From an optimization exercise on the open Yosys and OpenROAD flow, aimed at small area, a short achievable clock period and few clock cycles; shortcuts taken in it are not production practice.
Function was checked by simulation only, so behaviour that the tests miss may differ from the original.
Power figures rest on the tool's default switching activity, not on a simulated workload.

==> run A: inputs <==
==> flow/design.v (excerpt) <==
module elliott900 (
    input  wire        clk,
    input  wire        rst,           
    input  wire [17:0] start_addr,    
    input  wire [31:0] limit,         
    output wire        mem_req,
    output wire        mem_we,
    output wire [13:0] mem_addr,
    output wire [17:0] mem_wdata,
    input  wire        mem_ack,
    input  wire [17:0] mem_rdata,
    output wire        io_req,
    output wire [2:0]  io_dev,
    output wire [7:0]  io_out,
    input  wire        io_ack,
    input  wire [7:0]  io_in,
    input  wire [1:0]  io_status,
    output wire        halted,
    output wire [4:0]  exit_code,
    output wire [2:0]  fatal_cause,
    output wire [13:0] stop_addr,
    output wire [17:0] acc_a,
    output wire [17:0] acc_q
);
clock: 7.0 ns
lec_check: 0
cap_margin: 20
core_margin: 2
core_utilization: 40
place_density: 0.6
setup_slack_margin: 3.0
slew_margin: 20
run.sh (not shown) runs the stock make flow with config.mk's settings and CLKGATE_MAP_FILE= SYNTH_SCRIPT=/design/flow/synth_recipe.tcl, a recipe that flattens the netlist after the stock synthesis.
==> run P (differences from run A) <==
--- a/flow/design.v
+++ b/flow/design.v
@@ -44,11 +44,12 @@
                      S_FB    = 5'd19,   
                      S_L6    = 5'd20,   
                      S_L7    = 5'd21,   
                      S_FX    = 5'd22,   
                      S_HALT  = 5'd23,
-                     S_DPC   = 5'd24;   
+                     S_DPC   = 5'd24,   
+                     S_HF    = 5'd25;   
     localparam [1:0] R_HALT = 2'd0, R_FETCH = 2'd1, R_LEVEL = 2'd2;
     localparam [2:0] C_SCR_OVERFLOW  = 3'd1,
                      C_ADDRESS_RANGE = 3'd2,
                      C_SHIFT_RANGE   = 3'd3,
                      C_UNSUPPORTED   = 3'd4,
@@ -130,11 +131,11 @@
     assign fatal_cause = h_cause;
     assign stop_addr   = ls;
     assign acc_a       = A;
     assign acc_q       = Q;
     wire        hp      = hp_lim | hp_ds | hp_ov;
-    wire        in_fe   = st == S_FE;
+    reg         in_fe;       
     wire [31:0] pc_k    = kadd({18'd0, pc[13:0]}, 32'd0, in_fe);
     wire [14:0] pc_i    = pc_k[14:0];
     wire [17:0] pc_p    = {pc[17:15], pc[14] | pc_i[14], pc_i[13:0]};
     wire        d_b     = mem_rdata[17];
     wire [3:0]  d_f     = mem_rdata[16:13];
@@ -145,10 +146,13 @@
                           d_f == 4'd6 || d_f == 4'd10 || d_f == 4'd12 || d_f == 4'd13;
     wire        d_stf   = d_f == 4'd3 || d_f == 4'd5 || d_f == 4'd11;
     wire        d_jmp   = d_f == 4'd7 || d_f == 4'd8 || d_f == 4'd9;
     wire        d_hb    = !d_b && !pc[13] && mem_rdata[12:0] == {10'd0, level4, level4, 1'b1} &&
                           (d_f == 4'd1 || d_f == 4'd2 || d_f == 4'd4 || d_f == 4'd6 || d_f == 4'd10);
+    wire        d_prot  = prot(d_a, level4);
+    wire        fe_pc   = d_hb || (d_jmp && !d_take) || (d_stf && !d_b && d_prot) ||
+                          (d_f == 4'd15 && !d_b && k_outd);
     wire        d_take  = d_f == 4'd8 || (d_f == 4'd7 && A == 18'd0) || (d_f == 4'd9 && A[17]);
     wire        m_hit   = maddr[13:3] == 11'd0 && maddr[2:1] == {level4, level4};
     wire        m_bad   = mhi != 2'b00;
     wire [17:0] v       = oh_s ? pc : oh_b ? B : mem_rdata;    
     wire        at_iod  = st == S_IOD;
@@ -167,14 +171,13 @@
     wire        dneg    = wdata[17];
     reg         pre_r, last;               
     wire        pre     = in_div && pre_r;
     wire        msb     = (pre ? R[17] : Q[17]) ^ nneg;
     wire        xsh     = in_div | (in_sh & shl);             
-    wire        lda     = alu_p && fn == 4'd4;
-    wire        incb    = alu_p && fn == 4'd10;      
-    wire        nga     = alu_p && fn == 4'd2;
-    wire        x_zero  = in_dp2 | lda | incb;
+    reg         alu_and, alu_nga, alu_xz, incb;      
+    wire        nga     = alu_nga;
+    wire        x_zero  = in_dp2 | alu_xz;
     wire        y_q     = in_dp2;
     wire        y_zero  = in_sh | (in_mul & !Q[0]) | (in_dp1 & A[17]);
     reg         invy, cin;
     always @(*) begin
         if (in_mul)               begin invy = last & Q[0];     cin = last & Q[0];     end
@@ -203,11 +206,11 @@
     endfunction
     reg [4:0]  st_n;
     reg        req_n, we_n;
     reg        ma_dm, ma_pc, ma_c;        
     reg [13:0] ma_k;
-    reg        w_a, w_q1, w_sts, w_pc, w_v, w_b, w_init;
+    reg        w_dec, w_pc, w_v, w_b, w_init;
     reg        pc_ld_p, pc_ld_m, pc_ld_w;
     reg        b_ld_v, b_ld_w, b_ld_s;
     reg        a_sum, a_sumh, a_xa, a_and, a_io, a_q, a_sgn, a_zero;
     reg        q_v, q_sts, q_a, q_mul, q_div, q_dp2, q_zero;
     reg        dec, alu_n, io_go, io_clr, io_go_out, set_bd, clr_bd, set_ffl, set_l4;
@@ -270,11 +273,11 @@
         end
     endtask
     always @(*) begin
         st_n = st; req_n = mreq; we_n = mwe;
         ma_dm = 1'b0; ma_pc = 1'b0; ma_c = 1'b0; ma_k = 14'd0;
-        w_a = 1'b0; w_q1 = 1'b0; w_sts = 1'b0; w_pc = 1'b0; w_v = 1'b0; w_b = 1'b0; w_init = 1'b0;
+        w_dec = 1'b0; w_pc = 1'b0; w_v = 1'b0; w_b = 1'b0; w_init = 1'b0;
         w_inc = 1'b0;
         pc_ld_p = 1'b0; pc_ld_m = 1'b0; pc_ld_w = 1'b0;
         b_ld_v = 1'b0; b_ld_w = 1'b0; b_ld_s = 1'b0;
         a_sum = 1'b0; a_sumh = 1'b0; a_xa = 1'b0; a_and = 1'b0; a_io = 1'b0;
         a_q = 1'b0; a_sgn = 1'b0; a_zero = 1'b0;
@@ -284,13 +287,13 @@
         c_k = 1'b0; c_18 = 1'b0; c_36 = 1'b0; c_d1 = 1'b0; c_d18 = 1'b0;
         mul_go = 1'b0; div_go = 1'b0; sh_go = 1'b0; dp1_go = 1'b0; dpc_go = 1'b0; cfix_clr = 1'b0;
         h_set = 1'b0; h_code_n = h_code; h_cause_n = h_cause;
         ret_ld = 1'b0; ret_n = ret;
         if (alu_p) begin
-            if (fn == 4'd6)       a_and = 1'b1;
-            else if (fn == 4'd10) begin b_ld_s = 1'b1; set_bd = 1'b1; end
-            else                  a_sum = 1'b1;
+            if (alu_and)   a_and = 1'b1;
+            else if (incb) begin b_ld_s = 1'b1; set_bd = 1'b1; end
+            else           a_sum = 1'b1;
         end
         case (st)
             S_INIT: if (mem_ack) begin
                 c_d1 = 1'b1;
                 if (cnt[3:0] == 4'd4) begin
@@ -303,10 +306,12 @@
                 b_ld_v = 1'b1;
                 do_fetch;
             end
             S_FE: begin
                 if (mem_ack) begin
+                    w_dec = 1'b1;
+                    if (fe_pc) ma_pc = 1'b1; else ma_dm = 1'b1;
                     if (iop && io_ack && io_status != 2'd0) begin
                         do_iohalt;
                         req_n = 1'b0; st_n = S_HX;
                     end else if (iop && !io_ack) begin
                         req_n = 1'b0; st_n = S_RF;
@@ -316,42 +321,37 @@
                         else if (hp_ds) h_code_n = 5'd0;
                         else begin      h_code_n = 5'd1; h_cause_n = C_SCR_OVERFLOW; end
                         req_n = 1'b0; st_n = S_HX;
                     end else if (fhit && !ffl) begin
                         io_clr = 1'b1;
-                        do_flush(R_FETCH);
+                        req_n = 1'b0; st_n = S_HF;
                     end else begin
-                        dec = 1'b1; io_clr = 1'b1; pc_ld_p = 1'b1; ma_dm = 1'b1;
-                        if (d_f == 4'd5) w_a = 1'b1;
-                        if (d_f == 4'd3) w_q1 = 1'b1;
-                        if (d_f == 4'd11) begin w_sts = 1'b1; q_sts = 1'b1; end
+                        dec = 1'b1; io_clr = 1'b1; pc_ld_p = 1'b1;
+                        if (d_f == 4'd11) q_sts = 1'b1;
                         if (d_hb) begin
-                            w_b = 1'b1; alu_n = 1'b1;
-                            ma_dm = 1'b0; do_fetch;
+                            alu_n = 1'b1;                     
                         end else if (d_rd) begin
                             st_n = S_RD;
                         end else if (d_stf) begin
                             if (d_b) begin
                                 req_n = 1'b0; st_n = S_DW;
-                            end else if (prot(d_a, level4)) begin
-                                ma_dm = 1'b0; do_fetch;
-                            end else begin
+                            end else if (!d_prot) begin
                                 we_n = 1'b1; st_n = S_WR;
                             end
                         end else if (d_jmp) begin
                             if (d_take) begin
-                                pc_ld_p = 1'b0; pc_ld_m = 1'b1; st_n = S_FE;
-                            end else begin
-                                ma_dm = 1'b0; do_fetch;
+                                pc_ld_p = 1'b0; pc_ld_m = 1'b1;
                             end
                         end else if (d_f == 4'd14) begin
                             req_n = 1'b0; st_n = S_SH0;
-                        end else if (d_b) begin           
+                        end else if (!d_b && k_outd) begin
+                            io_go = 1'b1; io_go_out = 1'b1;
+                        end else if (!d_b && k_ind) begin
+                            io_go = 1'b1;
+                            req_n = 1'b0; st_n = S_IOW;
+                        end else begin                        
                             req_n = 1'b0; st_n = S_IOD;
-                        end else begin
-                            ma_dm = 1'b0;
-                            do_io;
                         end
                     end
                 end else if (iop && io_ack) begin
                     if (io_status != 2'd0) begin
                         do_iohalt;
@@ -370,10 +370,11 @@
                     do_fetch;
                 end
             end
             S_HW: if (mem_ack) do_flush(R_HALT);
             S_HX: do_flush(R_HALT);
+            S_HF: do_flush(R_FETCH);
             S_FX: do_fetch;
             S_RD: if (mem_ack) begin
                 if (m_bad) begin
                     do_fatal(C_ADDRESS_RANGE);
                     do_flush(R_HALT);
@@ -403,14 +404,14 @@
                         end
                     endcase
                 end
             end
             S_WR: if (mem_ack) begin
-                if (m_hit && !maddr[0]) begin
+                if (oh_s) begin
                     pc_ld_w = 1'b1; req_n = 1'b0; st_n = S_FX;
                 end else begin
-                    if (m_hit) b_ld_w = 1'b1;
+                    if (oh_b) b_ld_w = 1'b1;
                     do_fetch;
                 end
             end
             S_DW: begin
                 if (m_bad) begin
@@ -513,12 +514,14 @@
     end
     wire [31:0] v_k   = kadd({14'd0, v}, 32'd0, w_inc);
     wire [17:0] v_inc = v_k[17:0];
     wire [13:0] ma_nx = ({14{ma_dm}} & d_m[13:0]) | ({14{ma_pc}} & pc_p[13:0]) |
                         ({14{ma_c}} & ma_k);
-    wire [17:0] w_nx  = ({18{w_a}} & A) | ({18{w_q1}} & {1'b0, Q[17:1]}) |
-                        ({18{w_sts | w_pc}} & {5'd0, pc_p[12:0]}) |
+    wire [17:0] d_sval = (d_f == 4'd5) ? A : (d_f == 4'd3) ? {1'b0, Q[17:1]} :
+                         (d_f == 4'd11) ? {5'd0, pc_p[12:0]} : B;
+    wire [17:0] w_nx  = ({18{w_dec}} & d_sval) |
+                        ({18{w_pc}} & {5'd0, pc_p[12:0]}) |
                         ({18{w_pc}} & {pc_p[17:13], 13'd0}) |
                         ({18{w_v}} & v_inc) | ({18{w_b}} & B) |
                         ({18{w_init}} & io_word(cnt[3:0] - 4'd1));
     wire [17:0] pc_nx = ({18{pc_ld_p}} & pc_p) | ({18{pc_ld_m}} & {2'd0, d_m}) |
                         ({18{pc_ld_w}} & wdata);
@@ -550,21 +553,23 @@
                     assign rem_d[4*gj+gk] = rem[4*gj+gk] ^ (rem_bi[gj] & (rem[4*gj+gk-1:4*gj] == {gk{1'b0}}));
                 end
             end
         end
     endgenerate
+    wire [3:0]  alu_fn = (st == S_FE) ? d_f : fn;
     wire a_ld = a_sum | a_sumh | a_xa | a_and | a_io | a_q | a_sgn | a_zero;
     wire q_ld = q_v | q_sts | q_a | q_mul | q_div | q_dp2 | q_zero;
     always @(posedge clk) begin
         hp_lim <= (|limit) && rem == 32'd0;
         hp_ds  <= !first && pc == {4'd0, ls};
         hp_ov  <= pc[17:14] != 4'd0;
         fhit   <= pc[13:3] == 11'd0 && pc[2:1] == {level4, level4};
-        oh_s   <= st == S_RD && m_hit && !maddr[0];
-        oh_b   <= st == S_RD && m_hit && maddr[0];
+        oh_s   <= (st == S_RD || st == S_WR) && m_hit && !maddr[0];
+        oh_b   <= (st == S_RD || st == S_WR) && m_hit && maddr[0];
         if (rst) begin
             st      <= S_INIT;
+            in_fe   <= 1'b0;
             in_mul  <= 1'b0;
             in_div  <= 1'b0;
             in_sh   <= 1'b0;
             in_dp1  <= 1'b0;
             in_dp2  <= 1'b0;
@@ -574,10 +579,14 @@
             wdata   <= io_word(4'd15);
             cnt     <= 6'd15;
             ireq    <= 1'b0;
             iop     <= 1'b0;
             alu_p   <= 1'b0;
+            alu_and <= 1'b0;
+            alu_nga <= 1'b0;
+            alu_xz  <= 1'b0;
+            incb    <= 1'b0;
             level4  <= 1'b0;
             first   <= 1'b1;
             bdirty  <= 1'b0;
             ffl     <= 1'b0;
             A       <= 18'd0;
@@ -586,20 +595,25 @@
             rem     <= limit;
             h_code  <= 5'd0;
             h_cause <= 3'd0;
         end else begin
             st     <= st_n;
+            in_fe  <= st_n == S_FE || st_n == S_HF;
             in_mul <= st_n == S_MUL;
             in_div <= st_n == S_DIV;
             in_sh  <= st_n == S_SH;
             in_dp1 <= st_n == S_DP1;
             in_dp2 <= st_n == S_DP2;
             mreq  <= req_n;
             mwe   <= we_n;
-            alu_p <= alu_n;
+            alu_p   <= alu_n;
+            alu_and <= alu_n && alu_fn == 4'd6;
+            alu_nga <= alu_n && alu_fn == 4'd2;
+            alu_xz  <= alu_n && (alu_fn == 4'd4 || alu_fn == 4'd10);
+            incb    <= alu_n && alu_fn == 4'd10;
             if (ma_dm | ma_pc | ma_c)             maddr <= ma_nx;
-            if (w_a | w_q1 | w_sts | w_pc | w_v | w_b | w_init) wdata <= w_nx;
+            if (w_dec | w_pc | w_v | w_b | w_init) wdata <= w_nx;
             if (pc_ld_p | pc_ld_m | pc_ld_w)      pc    <= pc_nx;
             if (b_ld_v | b_ld_w | b_ld_s)         B     <= b_nx;
             if (a_ld)                             A     <= a_nx;
             if (q_ld)                             Q     <= q_nx;
             if (c_k | c_18 | c_36 | c_d1 | c_d18) begin
--- a/flow/config.mk
+++ b/flow/config.mk
@@ -5,9 +5,9 @@
 export SDC_FILE = /design/flow/constraint.sdc
 export NUM_CORES = 4
 export LEC_CHECK = 0
 export CAP_MARGIN = 20
 export CORE_MARGIN = 2
-export CORE_UTILIZATION = 40
-export PLACE_DENSITY = 0.6
+export CORE_UTILIZATION = 55
+export PLACE_DENSITY = 0.7
 export SETUP_SLACK_MARGIN = 3.0
 export SLEW_MARGIN = 20
==> run K (differences from run A) <==
--- a/flow/design.v
+++ b/flow/design.v
@@ -43,12 +43,11 @@
                      S_FS    = 5'd18,   
                      S_FB    = 5'd19,   
                      S_L6    = 5'd20,   
                      S_L7    = 5'd21,   
                      S_FX    = 5'd22,   
-                     S_HALT  = 5'd23,
-                     S_DPC   = 5'd24;   
+                     S_HALT  = 5'd23;
     localparam [1:0] R_HALT = 2'd0, R_FETCH = 2'd1, R_LEVEL = 2'd2;
     localparam [2:0] C_SCR_OVERFLOW  = 3'd1,
                      C_ADDRESS_RANGE = 3'd2,
                      C_SHIFT_RANGE   = 3'd3,
                      C_UNSUPPORTED   = 3'd4,
@@ -107,19 +106,19 @@
     reg [17:0] pc;           
     reg [17:0] B;            
     reg        bdirty;       
     reg [13:0] ls;           
     reg [3:0]  fn;
+    reg [17:0] R;            
     reg [5:0]  cnt;
     reg [31:0] rem;          
     reg        level4, first, ffl, iop, alu_p;
     reg        nneg, qhi0, cfix, shl;
     reg [1:0]  ret;
     reg        hp_lim, hp_ds, hp_ov, fhit, oh_s, oh_b;
     reg [4:0]  h_code;
     reg [2:0]  h_cause;
-    wire [17:0] R = {iout, idev, h_code, h_cause[2:1]};
     assign mem_req     = mreq;
     assign mem_we      = mwe;
     assign mem_addr    = maddr;
     assign mem_wdata   = wdata;
     assign io_req      = ireq;
@@ -209,11 +208,11 @@
     reg        pc_ld_p, pc_ld_m, pc_ld_w;
     reg        b_ld_v, b_ld_w, b_ld_s;
     reg        a_sum, a_sumh, a_xa, a_and, a_io, a_q, a_sgn, a_zero;
     reg        q_v, q_sts, q_a, q_mul, q_div, q_dp2, q_zero;
     reg        dec, alu_n, io_go, io_clr, io_go_out, set_bd, clr_bd, set_ffl, set_l4;
-    reg        c_k, c_18, c_36, c_d1, c_d18, mul_go, div_go, sh_go, dp1_go, dpc_go, cfix_clr;
+    reg        c_k, c_18, c_36, c_d1, c_d18, mul_go, div_go, sh_go, dp1_go, cfix_clr;
     reg        h_set;
     reg [4:0]  h_code_n;
     reg [2:0]  h_cause_n;
     reg [1:0]  ret_n;
     reg        ret_ld, w_inc;
@@ -280,11 +279,11 @@
         a_q = 1'b0; a_sgn = 1'b0; a_zero = 1'b0;
         q_v = 1'b0; q_sts = 1'b0; q_a = 1'b0; q_mul = 1'b0; q_div = 1'b0; q_dp2 = 1'b0; q_zero = 1'b0;
         dec = 1'b0; alu_n = 1'b0; io_go = 1'b0; io_clr = 1'b0; io_go_out = 1'b0;
         set_bd = 1'b0; clr_bd = 1'b0; set_ffl = 1'b0; set_l4 = 1'b0;
         c_k = 1'b0; c_18 = 1'b0; c_36 = 1'b0; c_d1 = 1'b0; c_d18 = 1'b0;
-        mul_go = 1'b0; div_go = 1'b0; sh_go = 1'b0; dp1_go = 1'b0; dpc_go = 1'b0; cfix_clr = 1'b0;
+        mul_go = 1'b0; div_go = 1'b0; sh_go = 1'b0; dp1_go = 1'b0; cfix_clr = 1'b0;
         h_set = 1'b0; h_code_n = h_code; h_cause_n = h_cause;
         ret_ld = 1'b0; ret_n = ret;
         if (alu_p) begin
             if (fn == 4'd6)       a_and = 1'b1;
             else if (fn == 4'd10) begin b_ld_s = 1'b1; set_bd = 1'b1; end
@@ -481,14 +480,11 @@
                     if (nneg) st_n = S_DP1;
                     else begin req_n = 1'b1; we_n = 1'b0; ma_pc = 1'b1; st_n = S_DP2; end
                 end
             end
             S_DP1: begin
-                dp1_go = 1'b1; a_sum = 1'b1; st_n = S_DPC;
-            end
-            S_DPC: begin
-                dpc_go = 1'b1;
+                dp1_go = 1'b1;
                 req_n = 1'b1; we_n = 1'b0; ma_pc = 1'b1; st_n = S_DP2;
             end
             S_DP2: begin
                 a_sumh = 1'b1; q_dp2 = 1'b1; st_n = S_FE;
             end
@@ -532,28 +528,11 @@
                         ({18{q_a}} & A) | ({18{q_mul}} & {sum[0], Q[17:1]}) |
                         ({18{q_div}} & {Q[16:0], ge & in_div}) |
                         ({18{q_dp2}} & {sum[18:2], 1'b0});
     wire [5:0]  c_nx  = ({6{c_k}} & sh_k) | ({6{c_18}} & 6'd18) | ({6{c_36}} & 6'd36) |
                         ({6{c_d1}} & (cnt - 6'd1)) | ({6{c_d18}} & (cnt - 6'd18));
-    wire [7:0]  rem_gz;
-    wire [8:0]  rem_bi;
-    wire [31:0] rem_d;
-    assign rem_bi[0] = 1'b1;
-    genvar gj, gk;
-    generate
-        for (gj = 0; gj < 8; gj = gj + 1) begin : g_rem
-            assign rem_gz[gj]   = rem[4*gj+3:4*gj] == 4'd0;
-            assign rem_bi[gj+1] = rem_bi[gj] & rem_gz[gj];
-            for (gk = 0; gk < 4; gk = gk + 1) begin : g_bit
-                if (gk == 0) begin : g_b0
-                    assign rem_d[4*gj] = rem[4*gj] ^ rem_bi[gj];
-                end else begin : g_bn
-                    assign rem_d[4*gj+gk] = rem[4*gj+gk] ^ (rem_bi[gj] & (rem[4*gj+gk-1:4*gj] == {gk{1'b0}}));
-                end
-            end
-        end
-    endgenerate
+    wire [31:0] rem_d = kadd(rem, 32'hFFFFFFFF, 1'b0);
     wire a_ld = a_sum | a_sumh | a_xa | a_and | a_io | a_q | a_sgn | a_zero;
     wire q_ld = q_v | q_sts | q_a | q_mul | q_div | q_dp2 | q_zero;
     always @(posedge clk) begin
         hp_lim <= (|limit) && rem == 32'd0;
         hp_ds  <= !first && pc == {4'd0, ls};
@@ -622,19 +601,15 @@
             if (io_clr)  begin ireq <= 1'b0; iop <= 1'b0; end
             if (io_go)   begin ireq <= 1'b1; iop <= io_go_out; idev <= k_dev; iout <= k_out; end
             if (h_set)   begin h_code <= h_code_n; h_cause <= h_cause_n; end
             if (ret_ld)  ret <= ret_n;
             if (sh_go)   begin shl <= sh_left; nneg <= 1'b0; end
-            if (div_go)  begin
-                nneg <= A[17]; qhi0 <= 1'b0;
-                {iout, idev, h_code, h_cause[2:1]} <= A;
-            end
+            if (div_go)  begin nneg <= A[17]; R <= A; qhi0 <= 1'b0; end
             if (in_div && pre) begin
-                {iout, idev, h_code, h_cause[2:1]} <= {R[16:0], 1'b0};
+                R <= {R[16:0], 1'b0};
                 if (cnt == 6'd19) qhi0 <= ge;
             end
             if (cfix_clr) cfix <= 1'b0;
-            if (dp1_go)   cfix <= sum[18];
-            if (dpc_go)   cfix <= cfix & (&A);
+            if (dp1_go)   cfix <= &sum;
         end
     end
 endmodule
--- a/flow/config.mk
+++ b/flow/config.mk
@@ -7,7 +7,7 @@
 export LEC_CHECK = 0
 export CAP_MARGIN = 20
 export CORE_MARGIN = 2
 export CORE_UTILIZATION = 40
 export PLACE_DENSITY = 0.6
-export SETUP_SLACK_MARGIN = 3.0
+export SETUP_SLACK_MARGIN = 2.5
 export SLEW_MARGIN = 20
==> qor.yml <==
pwr:
  powerSeq_w: 0.00146
  seq_power_share_pct: 40.7
  sw_frac_of_total_pct: 31.6
timing:
  tightest_slew_ps: 1110
layout:
  mostFrequentLayoutCells: "nand2_1 (254), nor2_1 (205), clkdlybuf4s50_1 (172), a21oi_1 (156), o21ai_0 (136)"
  regArea_mm2: 0.00538
synthesis:
  yosys.cell_count.top_type: "nand2_1"
  synth_top_cells_by_count: "nand2_1 (263), nor2_1 (219), a21oi_1 (168)"
  synth_compound_area_share_pct: 28.6
routing:
  drt_wl_total_um: 97000
critical_path:
  cp.depth: 15
  crit_path_cell_trace: "nand2b_4 > or4b_4 > nand3b_1 > a31oi_1 > a21o_1 > fa_2 > fa_2 > nor2b_4 > o31ai_4 > a21oi_4 > o41ai_4 > and2_4 > o31ai_4 > xor2_2 > a32o_1"
  crit_family: "compound AO/OA/AOI/OAI gates"
outcome:
  status: "no timing/DRC/antenna violations"
place:
  dp_hpwl_um: 71300
grt:
  grt_use_met3_pct: 6.18
-- figures above: run A

==> qor.yml <==
place:
  dp_hpwl_um: 65000
critical_path:
  crit_path_cell_trace: "and2_4 > mux2i_1 > xnor2_1 > nand2_1 > a21oi_2 > xnor2_2 > fa_2 > fa_2 > nor2b_2 > o31a_1 > o22ai_4 > o21ai_4 > and3_4 > nor3_2 > xnor2_2 > a221o_1"
  cp.depth: 16
  crit_family: "compound AO/OA/AOI/OAI gates"
routing:
  drt_wl_total_um: 90100
layout:
  mostFrequentLayoutCells: "nand2_1 (255), nor2_1 (245), clkdlybuf4s50_1 (168), a21oi_1 (163), o21ai_0 (160)"
  regArea_mm2: 0.00547
grt:
  grt_use_met3_pct: 13.1
synthesis:
  synth_compound_area_share_pct: 28.3
  synth_top_cells_by_count: "nand2_1 (256), nor2_1 (256), a21oi_1 (179)"
timing:
  tightest_slew_ps: 1080
pwr:
  powerSeq_w: 0.00178
  seq_power_share_pct: 32.7
outcome:
  status: "no timing/DRC/antenna violations"
-- figures above: run P

==> qor.yml <==
place:
  dp_hpwl_um: 66400
critical_path:
  cp.depth: 17
  crit_path_cell_trace: "nand2b_1 > nor2_1 > nand2_1 > buf_4 > xor2_1 > fa_1 > fa_2 > nand2b_1 > a21o_1 > a31oi_4 > buf_12 > nand4_1 > nand4b_1 > xor2_2 > and2_1 > and4_1 > and4_1"
outcome:
  status: "no timing/DRC/antenna violations"
synthesis:
  synth_compound_area_share_pct: 26.0
pwr:
  seq_power_share_pct: 41.9
  sw_frac_of_total_pct: 30.4
layout:
  mostFrequentLayoutCells: "nand2_1 (238), nor2_1 (223), clkdlybuf4s50_1 (177), a21oi_1 (169), o21ai_0 (129)"
timing:
  tightest_slew_ps: 1180
-- figures above: run K

Testbench counts of run A, summed over its fixed seeds: cycles 108,172.
Testbench counts of run P, summed over its fixed seeds: cycles 108,188.
Testbench counts of run K, summed over its fixed seeds: cycles 108,064.

[port drivers added, routing unchanged]
No port has a modelled driver above. Below, the same layouts with a new extraction and two added sets of constraints. Step 1, drivers: a clkbuf_16 drives clk and a buf_2 each remaining input, both assumed. Step 2, shift: input delay + t, output delay - t, t = (earliest + latest rising clock arrival at the registers) / 2. This alone moves slack from input paths to output paths. Slacks: ideal ports / drivers / drivers and shift; pairs: ideal ports / drivers.
| run | shift t [ns] | setup slack, ns | worst setup path after step 2 |
|---|---|---|---|
| run A | 0.632 | 2.824 / 2.824 / 2.386 | input to register |
| run P | 0.612 | 2.853 / 2.853 / 2.421 | input to register |
| run K | 0.635 | 2.528 / 2.528 / 1.982 | input to register |
After both steps setup and hold are still met in every run listed. The setup slack of run K, which loses most, moves by 0.000 ns with the drivers and by -0.546 ns with both steps.
